Context: an optimization exercise on an open-source flow, tuned for small area, a short achievable clock period and few clock cycles. The choices shown serve that exercise and are no tape-out recipe.
Function was checked by simulation only, so behaviour that the tests miss may differ from the original.
No activity file was given, so power comes from the tool's default toggle rates.

Design mbcore, start of the top module:
module mbcore (
    input  wire        clk,
    input  wire        rst,           
    input  wire        req_valid,
    input  wire        req_write,
    input  wire        req_wide,      
    input  wire [23:0] req_addr,
    input  wire [31:0] req_wdata,
    output wire        rsp_valid,
    output wire [31:0] rsp_rdata,
    output wire        rsp_err
);
export LEC_CHECK = 0
export CAP_MARGIN = 30
export CORE_MARGIN = 2
export CORE_UTILIZATION = 45
export CTS_BUF_LIST = sky130_fd_sc_hd__clkbuf_8
export CTS_CLUSTER_DIAMETER = 60
export CTS_CLUSTER_SIZE = 15
export SETUP_SLACK_MARGIN = 4.8
export SLEW_MARGIN = 30
export TNS_END_PERCENT = 10
create_clock -name core_clock -period 10.0 [get_ports {clk}]
standard.sh (not shown) runs the stock make flow with config.mk's settings and CLKGATE_MAP_FILE= SYNTH_SCRIPT=/design/flow/synth_recipe.tcl, a recipe that flattens the netlist after the stock synthesis.
==> flow/flow/run.sh <==
#!/bin/bash
# The standard layout (bash standard.sh), with three changes to how it is made:
# - the port buffers are buf_4 (the default pick, clkdlybuf4s50_1, is a slow delay cell);
# - timing repair does not clone gates (clones have left max-slew violations);
# - after global routing, repair_design runs once more to fix any max-slew or
#   max-capacitance violation that timing repair left (flow/post_grt.tcl).
set -euo pipefail
export BUFFER_PORTS_ARGS="-buffer_cell sky130_fd_sc_hd__buf_4"
export SKIP_GATE_CLONING=1
export POST_GLOBAL_ROUTE_TCL="$PWD/flow/post_grt.tcl"
bash standard.sh > standard_flow.log 2>&1
==> flow/flow/post_grt.tcl <==
# After global routing's timing repair: fix any max-slew / max-capacitance
# violation that repair left, then legalise and reroute the nets it touched.
puts "post_grt: repair_design after timing repair"
estimate_parasitics -global_routing
repair_design -slew_margin 30 -cap_margin 30 -verbose
global_route -start_incremental
detailed_placement
global_route -end_incremental
estimate_parasitics -global_routing
report_check_types -max_slew -max_capacitance -violators
Testbench counts at the start, summed over its fixed seeds: cycles 16,227.
Then changed:
--- a/flow/config.mk
+++ b/flow/config.mk
@@ -10 +10 @@
-export CORE_UTILIZATION = 45
+export CORE_UTILIZATION = 40
@@ -13,0 +14 @@
+export PLACE_DENSITY = 0.7
Outcome: The new run went through all stages and came out clean. Via count hardly moves. Clock-buffer cell count stays the same. Routed wire length is lower slightly. Total power is lower slightly. Clock power is lower by a few percent. Design area is about the same. Synthesized cell count is unchanged. Maximum frequency is higher by a few percent. Worst setup slack gains 120 ps.
Then changed:
==> flow/flow/run.sh (replaced) <==
#!/bin/bash
set -euo pipefail
export BUFFER_PORTS_ARGS="-buffer_cell sky130_fd_sc_hd__buf_4"
export SKIP_GATE_CLONING=1
export POST_GLOBAL_ROUTE_TCL="$PWD/flow/post_grt.tcl"
export SETUP_SLACK_MARGIN=5.2
bash standard.sh > standard_flow.log 2>&1
--- a/flow/config.mk
+++ b/flow/config.mk
@@ -12,4 +12,2 @@
-export CTS_CLUSTER_DIAMETER = 60
-export CTS_CLUSTER_SIZE = 15
-export PLACE_DENSITY = 0.7
-export SETUP_SLACK_MARGIN = 4.8
+export CTS_CLUSTER_DIAMETER = 55
+export CTS_CLUSTER_SIZE = 14
The changed run completed with no timing, DRC or antenna violations. Routed wire length rises by 6.7%. Die area does not change. Setup slack improved by 61 ps.
Then changed:
--- a/flow/flow/run.sh
+++ b/flow/flow/run.sh
@@ -1,0 +2,5 @@
+# The standard layout (bash standard.sh), with three changes to how it is made:
+# - the port buffers are buf_4 (the default pick, clkdlybuf4s50_1, is a slow delay cell);
+# - timing repair does not clone gates (clones have left max-slew violations);
+# - after global routing, repair_design runs once more to fix any max-slew or
+#   max-capacitance violation that timing repair left (flow/post_grt.tcl).
@@ -6 +10,0 @@
-export SETUP_SLACK_MARGIN=5.2
--- a/flow/config.mk
+++ b/flow/config.mk
@@ -12,2 +12,3 @@
-export CTS_CLUSTER_DIAMETER = 55
-export CTS_CLUSTER_SIZE = 14
+export CTS_CLUSTER_DIAMETER = 60
+export CTS_CLUSTER_SIZE = 15
+export SETUP_SLACK_MARGIN = 4.8
@@ -15 +16 @@
-export TNS_END_PERCENT = 10
+export TNS_END_PERCENT = 25
Effect:
- The new run finished clean
- via count falls by 0.61%
- combinational power falls by about 7%
- routed wire length falls by 1.8%
- worst hold slack gains 34 ps
- cell count falls by 0.93%

========
Setup of oak:
Another version of the RTL of mbcore (not shown whole).
Size: ~95 I/O pins, ~110,000 sq um of cells after synthesis.
clock: 10.0 ns
lec_check: 0
cap_margin: 20
core_margin: 2
core_utilization: 40
cts_buf_list: sky130_fd_sc_hd__clkbuf_8
cts_cluster_diameter: 55
cts_cluster_size: 14
setup_slack_margin: 5.0
slew_margin: 20
tns_end_percent: 10
==> flow/flow/run.sh <==
#!/bin/bash
# The standard layout (bash standard.sh), with two changes to how it is made:
# - the port buffers are buf_4 (the default pick, clkdlybuf4s50_1, is a slow delay cell);
# - timing repair does not clone gates (clones have left max-slew violations).
set -euo pipefail
export BUFFER_PORTS_ARGS="-buffer_cell sky130_fd_sc_hd__buf_4"
export SKIP_GATE_CLONING=1
bash standard.sh > standard_flow.log 2>&1
oak | stages: all done | timing, DRC, antenna: all pass
Testbench counts of oak, summed over its fixed seeds: cycles 16,227.
[inputs] pine vs oak
# oak
export LEC_CHECK = 0
export CAP_MARGIN = 20
export CORE_MARGIN = 2
export CORE_UTILIZATION = 40
export CTS_BUF_LIST = sky130_fd_sc_hd__clkbuf_8
export CTS_CLUSTER_DIAMETER = 55
export CTS_CLUSTER_SIZE = 14
export SETUP_SLACK_MARGIN = 5.0
export SLEW_MARGIN = 20
export TNS_END_PERCENT = 10
create_clock -name core_clock -period 10.0 [get_ports {clk}]
# pine
export LEC_CHECK = 0
export CAP_MARGIN = 30
export CORE_MARGIN = 2
export CORE_UTILIZATION = 40
export CTS_BUF_LIST = sky130_fd_sc_hd__clkbuf_8
export CTS_CLUSTER_DIAMETER = 60
export CTS_CLUSTER_SIZE = 15
export SETUP_SLACK_MARGIN = 4.8
export SLEW_MARGIN = 30
export TNS_END_PERCENT = 10
create_clock -name core_clock -period 10.0 [get_ports {clk}]
==> flow/flow/run.sh <==
#!/bin/bash
# The standard layout (bash standard.sh), with three changes to how it is made:
# - the port buffers are buf_4 (the default pick, clkdlybuf4s50_1, is a slow delay cell);
# - timing repair does not clone gates (clones have left max-slew violations);
# - after global routing, repair_design runs once more to fix any max-slew or
#   max-capacitance violation that timing repair left (flow/post_grt.tcl).
set -euo pipefail
export BUFFER_PORTS_ARGS="-buffer_cell sky130_fd_sc_hd__buf_4"
export SKIP_GATE_CLONING=1
export POST_GLOBAL_ROUTE_TCL="$PWD/flow/post_grt.tcl"
bash standard.sh > standard_flow.log 2>&1
==> flow/flow/post_grt.tcl (new file) <==
# After global routing's timing repair: fix any max-slew / max-capacitance
# violation that repair left, then legalise and reroute the nets it touched.
puts "post_grt: repair_design after timing repair"
estimate_parasitics -global_routing
repair_design -slew_margin 30 -cap_margin 30 -verbose
global_route -start_incremental
detailed_placement
global_route -end_incremental
estimate_parasitics -global_routing
report_check_types -max_slew -max_capacitance -violators
==> comparison <==
Between pine and oak, the difference in via total after detailed routing is negligible.
Largest net degree at the start of global routing grows by more than 10% when moving from oak to pine.
pine and oak ended up with nearly the same sequential share of layout area.
pine -> oak: final area flat
Compared oak against pine; sequential power within noise.

========
Setup of nickel:
Another version of the RTL of mbcore (not shown whole).
For scale: ~2300 flip-flops, roughly 95 I/O pins.
make LEC_CHECK=0 CAP_MARGIN=20 CORE_MARGIN=2 CORE_UTILIZATION=60 CTS_BUF_LIST=sky130_fd_sc_hd__clkbuf_8 SETUP_SLACK_MARGIN=5.0 SLEW_MARGIN=20 finish   # period 10.0 ns
run.sh (not shown) runs the stock make flow with config.mk's settings and CLKGATE_MAP_FILE= SYNTH_SCRIPT=/design/flow/synth_recipe.tcl, a recipe that flattens the netlist after the stock synthesis.
Stock flow here: none of the scripts above is used.
nickel did not finish; a tool error ended it in 5_1_grt.
Testbench counts of nickel, summed over its fixed seeds: cycles 16,227.
Input changes introduced in quartz (baseline for comparison: nickel):
- CORE_UTILIZATION: 60 -> 40
==> comparison <==
- Diff nickel -> quartz: post-synthesis cell area saw little to no change, adder and majority gate portion of the synthesized area saw little to no change.
- Comparing nickel and quartz, the lower number of buffers created by CTS is on nickel.
- quartz vs nickel on last weighted congestion value of the routability-driven placer: quartz is the lower one.
- Layout checks on quartz: not met. Flow itself completed; violations: capacitance limit, slew limit.
- quartz vs. nickel: cell count after placement went up by about 12%.
- Re compound-cell area share of the yosys netlist: no difference whatsoever between quartz and nickel.
- As far as part of the Yosys area used for sequential elements goes, nickel and quartz are indistinguishable; the numbers are identical.
- Relative to nickel, x dimension of the die increased by 22% in quartz.
- Compared with nickel, quartz shows post-place instance area that has gone up by a few percent.
- In the metrics for nickel and quartz, the one carrying the higher floorplan row count is quartz.
- ~same gate count of the mapped netlist in nickel and quartz

========
mbcore with an RTL version that a note above also has.
Size: about 8600 cells after synthesis, ~2400 flip-flops, ~95 I/O pins, roughly 110000 µm² of cells after synthesis.
==> flow/design.v (excerpt) <==
module mbcore (
    input  wire        clk,
    input  wire        rst,           
    input  wire        req_valid,
    input  wire        req_write,
    input  wire        req_wide,      
    input  wire [23:0] req_addr,
    input  wire [31:0] req_wdata,
    output wire        rsp_valid,
    output wire [31:0] rsp_rdata,
    output wire        rsp_err
);
==> flow/config.mk <==
export PLATFORM = sky130hd
export DESIGN_NAME = mbcore
export DESIGN_NICKNAME = mbcore
export VERILOG_FILES = /design/flow/design.v
export SDC_FILE = /design/flow/constraint.sdc
export NUM_CORES = 8
export LEC_CHECK = 0
export CAP_MARGIN = 20
export CORE_MARGIN = 2
export CORE_UTILIZATION = 40
export CTS_BUF_LIST = sky130_fd_sc_hd__clkbuf_8
export CTS_CLUSTER_DIAMETER = 55
export CTS_CLUSTER_SIZE = 14
export SLEW_MARGIN = 20
export TNS_END_PERCENT = 5
==> flow/constraint.sdc <==
create_clock -name core_clock -period 10.0 [get_ports {clk}]
set_input_delay 2.0000 -clock core_clock [delete_from_list [all_inputs] [get_ports {clk}]]
set_output_delay 2.0000 -clock core_clock [all_outputs]
set_load 0.01 [all_outputs]
standard.sh (not shown) runs the stock make flow with config.mk's settings and CLKGATE_MAP_FILE= SYNTH_SCRIPT=/design/flow/synth_recipe.tcl, a recipe that flattens the netlist after the stock synthesis.
==> flow/flow/run.sh <==
#!/bin/bash
set -euo pipefail
export BUFFER_PORTS_ARGS="-buffer_cell sky130_fd_sc_hd__buf_4"
export SKIP_GATE_CLONING=1
export SETUP_SLACK_MARGIN=5.6
bash standard.sh > standard_flow.log 2>&1
The first run went through all stages and came out clean.
Testbench counts at the start, summed over its fixed seeds: cycles 16,227.
Change:
==> flow/flow/run.sh (replaced) <==
#!/bin/bash
set -euo pipefail
export BUFFER_PORTS_ARGS="-buffer_cell sky130_fd_sc_hd__buf_4"
export SKIP_GATE_CLONING=1
export SETUP_SLACK_MARGIN=5.4
bash standard.sh > standard_flow.log 2>&1
TNS_END_PERCENT = 10   (was 5)
Non-clock buffer count goes down by 25.
Worst setup slack gets better by 62 ps.
Via count is about the same.
Sequential cell count does not change.
Utilization stays flat.
Sequential share of layout area hardly moves.
Clock power goes up by a few percent.

separate check: timing with driven ports:
The results above use ideal ports. As a check the final layouts listed here were re-extracted and re-timed, cells and wires unchanged.
Step 1 assumes that a clkbuf_16 drives the clock port and a buf_2 every other input.
Step 2, shift: input delay + t, output delay - t, t = (earliest + latest rising clock arrival at the registers) / 2. This alone moves slack from input paths to output paths.
Slacks: ideal / step 1 / step 2; pairs: ideal / step 1.
| run | shift t [ns] | setup WS [ns] | worst setup path after step 2 |
|---|---|---|---|
| the first run of note 1 | 1.136 | 4.323 / 4.323 / 3.757 | input to register |
| the second run of note 1 | 1.163 | 4.442 / 4.456 / 3.339 | input to register |
| the third run of note 1 | 1.153 | 4.503 / 4.294 / 3.861 | input to register |
| the fourth run of note 1 | 1.164 | 4.578 / 4.389 / 3.583 | input to register |
| oak | 1.197 | 4.477 / 4.416 / 3.620 | input to register |
| pine | 1.137 | 4.474 / 4.474 / 3.544 | input to register |
| quartz | 1.273 | 4.545 / 4.545 / 3.708 | input to register |
| the first run of note 4 | 1.177 | 4.488 / 4.452 / 3.813 | input to register |
| the second run of note 4 | 1.167 | 4.550 / 4.325 / 3.918 | input to register |
The setup slack of the second run of note 1, which loses most, moves by +0.014 ns with the drivers and by -1.103 ns with both steps.
